This design comes from an exercise in tuning for small area and a short achievable clock period on the open sky130 flow, not from production work.
In this exercise RTL edits were held to simulation tests only and were not proved equivalent to the original.

## job 2754
Design fft_butterfly_r2, start of the top module:
module fft_butterfly_r2 (
    input  wire        clk,
    input  wire        rst,
    input  wire        in_valid,
    input  wire        inverse,
    input  wire [31:0] a_re,
    input  wire [31:0] a_im,
    input  wire [31:0] b_re,
    input  wire [31:0] b_im,
    input  wire [31:0] w_re,
    input  wire [31:0] w_im,
    output reg         out_valid,
    output reg  [31:0] x0_re,
    output reg  [31:0] x0_im,
    output reg  [31:0] x1_re,
    output reg  [31:0] x1_im
);
Size: roughly 330 I/O pins, ~0.11 mm2 of cells after synthesis.
==> flow/config.mk <==
export PLATFORM = sky130hd
export DESIGN_NAME = fft_butterfly_r2
export DESIGN_NICKNAME = fft_butterfly_r2
export VERILOG_FILES = /design/flow/design.v
export SDC_FILE = /design/flow/constraint.sdc
export NUM_CORES = 8
export LEC_CHECK = 0
export CAP_MARGIN = 5
export CORE_MARGIN = 2
export CORE_UTILIZATION = 60
export SETUP_SLACK_MARGIN = 2
export SLEW_MARGIN = 5
export SYNTH_HIERARCHICAL = 1
==> flow/constraint.sdc <==
create_clock -name core_clock -period 80.0 [get_ports {clk}]
set_input_delay 16.0000 -clock core_clock [delete_from_list [all_inputs] [get_ports {clk}]]
set_output_delay 16.0000 -clock core_clock [all_outputs]
set_load 0.01 [all_outputs]
standard.sh (not shown) runs the stock make flow with config.mk's settings and CLKGATE_MAP_FILE= SYNTH_SCRIPT=/design/flow/synth_recipe.tcl, a recipe that flattens the netlist after the stock synthesis.
==> flow/flow/run.sh <==
#!/bin/bash
# Layout flow: the standard synthesis, then the standard layout
# steps (floorplan, place, cts, route, finish) with these changes:
#  - ports are buffered with buf_1 cells instead of the resizer's default
#    choice, a slow delay cell;
#  - before detailed placement, the output port buffers and the
#    flip-flops that drive them are upsized to drive strength 2
#    (flow/size_outputs.tcl);
#  - the clock tree clusters at most 15 flip-flops within 50 um under each
#    leaf buffer (clkbuf_8), and adds no dummy loads.
# Each step's full output goes to a log file of its own in this folder.
set -euo pipefail
SETUP_MARGIN=62.45
KNOBS=("SETUP_SLACK_MARGIN=$SETUP_MARGIN"
       "BUFFER_PORTS_ARGS=-buffer_cell sky130_fd_sc_hd__buf_1"
       "CTS_ARGS=-sink_clustering_enable -repair_clock_nets -sink_clustering_size 15 -sink_clustering_max_diameter 50 -sink_clustering_buffer sky130_fd_sc_hd__clkbuf_8 -dont_use_dummy_load")
RES="$PWD/orfs/results/$FLOW_PLATFORM/fft_butterfly_r2/base"
bash standard.sh synth > synth.log 2>&1
bash standard.sh "${KNOBS[@]}" floorplan > floorplan.log 2>&1
bash standard.sh "${KNOBS[@]}" "$RES/3_4_place_resized.odb" > place_gp.log 2>&1
SIZE_LIB="$FLOW_HOME/platforms/$FLOW_PLATFORM/lib/sky130_fd_sc_hd__tt_025C_1v80.lib" \
SIZE_ODB="$RES/3_4_place_resized.odb" \
    openroad -no_init -exit flow/size_outputs.tcl > size_outputs.log 2>&1
bash standard.sh "${KNOBS[@]}" place > place.log 2>&1
bash standard.sh "${KNOBS[@]}" cts > cts.log 2>&1
bash standard.sh "${KNOBS[@]}" finish > finish.log 2>&1
==> flow/flow/size_outputs.tcl <==
# Upsize the flip-flops that drive output ports, and the output port
# buffers, from drive strength 1 to 2 (cell types unchanged). Runs on the
# placement before detailed placement, which then legalizes it.
read_liberty $::env(SIZE_LIB)
read_db $::env(SIZE_ODB)
set nbuf 0
set nff 0
foreach port [get_ports -filter "direction==output"] {
  set net [get_nets [get_full_name $port]]
  foreach pin [get_pins -of_objects $net -filter "direction==output"] {
    set inst [get_cells -of_objects $pin]
    if {[get_property $inst ref_name] eq "sky130_fd_sc_hd__buf_1"} {
      replace_cell $inst sky130_fd_sc_hd__buf_2
      incr nbuf
    }
    foreach ipin [get_pins -of_objects $inst -filter "direction==input"] {
      set inet [get_nets -of_objects $ipin]
      foreach dpin [get_pins -of_objects $inet -filter "direction==output"] {
        set ff [get_cells -of_objects $dpin]
        if {[get_property $ff ref_name] eq "sky130_fd_sc_hd__dfxtp_1"} {
          replace_cell $ff sky130_fd_sc_hd__dfxtp_2
          incr nff
        }
      }
    }
  }
}
puts "resized $nbuf output buffers and $nff flip-flops"
write_db $::env(SIZE_ODB)
Input-level comparison between job 1334 and job 2754:
-- flow/flow/run.sh --
<<< job 2754, line 3
# steps (floorplan, place, cts, route, finish) with these changes:
#  - ports are buffered with buf_1 cells instead of the resizer's default
#    choice, a slow delay cell;
#  - before detailed placement, the output port buffers and the
#    flip-flops that drive them are upsized to drive strength 2
#    (flow/size_outputs.tcl);
>>> job 1334, line 3
# steps (floorplan, place, cts, route, finish) with these settings changed:
#  - ports are buffered with buf_1 cells (repair upsizes them where the
#    timing needs it) instead of the resizer's default choice, a slow
#    delay cell;
<<< job 2754, line 13
SETUP_MARGIN=62.45
>>> job 1334, line 11
SETUP_MARGIN=62.3
<<< job 2754, line 17
RES="$PWD/orfs/results/$FLOW_PLATFORM/fft_butterfly_r2/base"
>>> job 1334, line 15
<<< job 2754, line 20
bash standard.sh "${KNOBS[@]}" "$RES/3_4_place_resized.odb" > place_gp.log 2>&1
SIZE_LIB="$FLOW_HOME/platforms/$FLOW_PLATFORM/lib/sky130_fd_sc_hd__tt_025C_1v80.lib" \
SIZE_ODB="$RES/3_4_place_resized.odb" \
    openroad -no_init -exit flow/size_outputs.tcl > size_outputs.log 2>&1
>>> job 1334, line 17
removed: flow/flow/size_outputs.tcl
Findings:
Of job 2754 and job 1334, the run reporting the higher post-layout utilization of the core was job 2754.
[compare] base=job 2754 new=job 1334: buffers inserted during post-CTS setup optimization shrank by 2, first-pass GRT wire length has remained practically unchanged.
Relative to job 1334, the following input files were edited for job 7776:
Settings: CORE_UTILIZATION changed from 60 to 63.
-- flow/flow/run.sh --
<<< job 1334, line 11
SETUP_MARGIN=62.3
>>> job 7776, line 11
SETUP_MARGIN=62.45
[summary]
Diff job 7776 and job 1334: proportion of final cell area spent on non-clock buffers lower in job 7776. Job 1334 → job 7776: sequential fraction of total cell area shows no meaningful change, count of plain and timing-repair buffers fell by about 4%, count of clock buffers in the final design stayed essentially flat, ratio of final minimum period to clock period held. Per the final summary, job 7776 finished and its layout is clean on timing, DRC and antenna.


== old ==
Starting RTL as in the previous note.
// fft_butterfly_r2
module fft_butterfly_r2 (
    input  wire        clk,
    input  wire        rst,
    input  wire        in_valid,
    input  wire        inverse,
    input  wire [31:0] a_re,
    input  wire [31:0] a_im,
    input  wire [31:0] b_re,
    input  wire [31:0] b_im,
    input  wire [31:0] w_re,
    input  wire [31:0] w_im,
    output reg         out_valid,
    output reg  [31:0] x0_re,
    output reg  [31:0] x0_im,
    output reg  [31:0] x1_re,
    output reg  [31:0] x1_im
);
Settings: LEC_CHECK=0, CAP_MARGIN=5, CORE_MARGIN=2, CORE_UTILIZATION=62, SETUP_SLACK_MARGIN=2, SLEW_MARGIN=5, SYNTH_HIERARCHICAL=1; clock period 80.0 ns.
==> flow/flow/run.sh <==
#!/bin/bash
# Layout flow: the standard synthesis, then the standard layout
# steps (floorplan, place, cts, route, finish) with these settings changed:
#  - ports are buffered with buf_1 cells (repair upsizes them where the
#    timing needs it) instead of the resizer's default choice, a slow
#    delay cell;
#  - the clock tree clusters at most 15 flip-flops within 50 um under each
#    leaf buffer (clkbuf_8), and adds no dummy loads.
# Each step's full output goes to a log file of its own in this folder.
set -euo pipefail
SETUP_MARGIN=62.45
KNOBS=("SETUP_SLACK_MARGIN=$SETUP_MARGIN"
       "BUFFER_PORTS_ARGS=-buffer_cell sky130_fd_sc_hd__buf_1"
       "CTS_ARGS=-sink_clustering_enable -repair_clock_nets -sink_clustering_size 15 -sink_clustering_max_diameter 50 -sink_clustering_buffer sky130_fd_sc_hd__clkbuf_8 -dont_use_dummy_load")
bash standard.sh synth > synth.log 2>&1
bash standard.sh "${KNOBS[@]}" floorplan > floorplan.log 2>&1
bash standard.sh "${KNOBS[@]}" place > place.log 2>&1
bash standard.sh "${KNOBS[@]}" cts > cts.log 2>&1
bash standard.sh "${KNOBS[@]}" finish > finish.log 2>&1
old closes out successfully: all stages finished, all timing, DRC and antenna checks passed.
Edits applied to the flow inputs when going from old to new:
- CORE_UTILIZATION now 60, was 62
==> comparison <==
Delta(number of clock buffers in the layout, new - old) < 0
old → new: post-route minimum period fell 5.1 ps; clock transition at the registers of the reported paths about even.
old leaves less setup margin than new.
On count of multi-input combinational gates, new and old are neck and neck.
new and old ended up with roughly the same cell area.
In summary, new completed successfully, with a layout that passed the timing, design-rule and antenna checks.
old and new ended up with roughly the same non-filler instance count after layout.

[afterwards: timing with drivers on the ports]
The results above use ideal ports. As a check the final layouts listed here were re-extracted and re-timed, cells and wires unchanged. Step 1 sets driving cells, clkbuf_16 on the clock port and buf_2 on the other inputs (assumed; they add their load-dependent delay and slew). Step 2, shift: input delay + t, output delay - t, t = (earliest + latest rising clock arrival at the registers) / 2. This alone moves slack from input paths to output paths. Three values: ideal, step 1, step 2; two values: the first two.
run | t, ns | setup slack, ns | worst setup path after step 2
job 2754 | 0.782 | 62.791 / 62.694 / 63.357 | register to register
job 1334 | 0.775 | 62.730 / 62.632 / 63.198 | register to register
job 7776 | 0.764 | 62.740 / 62.634 / 63.303 | register to register
old | 0.776 | 62.728 / 62.629 / 63.238 | register to register
new | 0.776 | 62.733 / 62.634 / 63.410 | register to output
After both steps setup and hold are still met in every run listed.
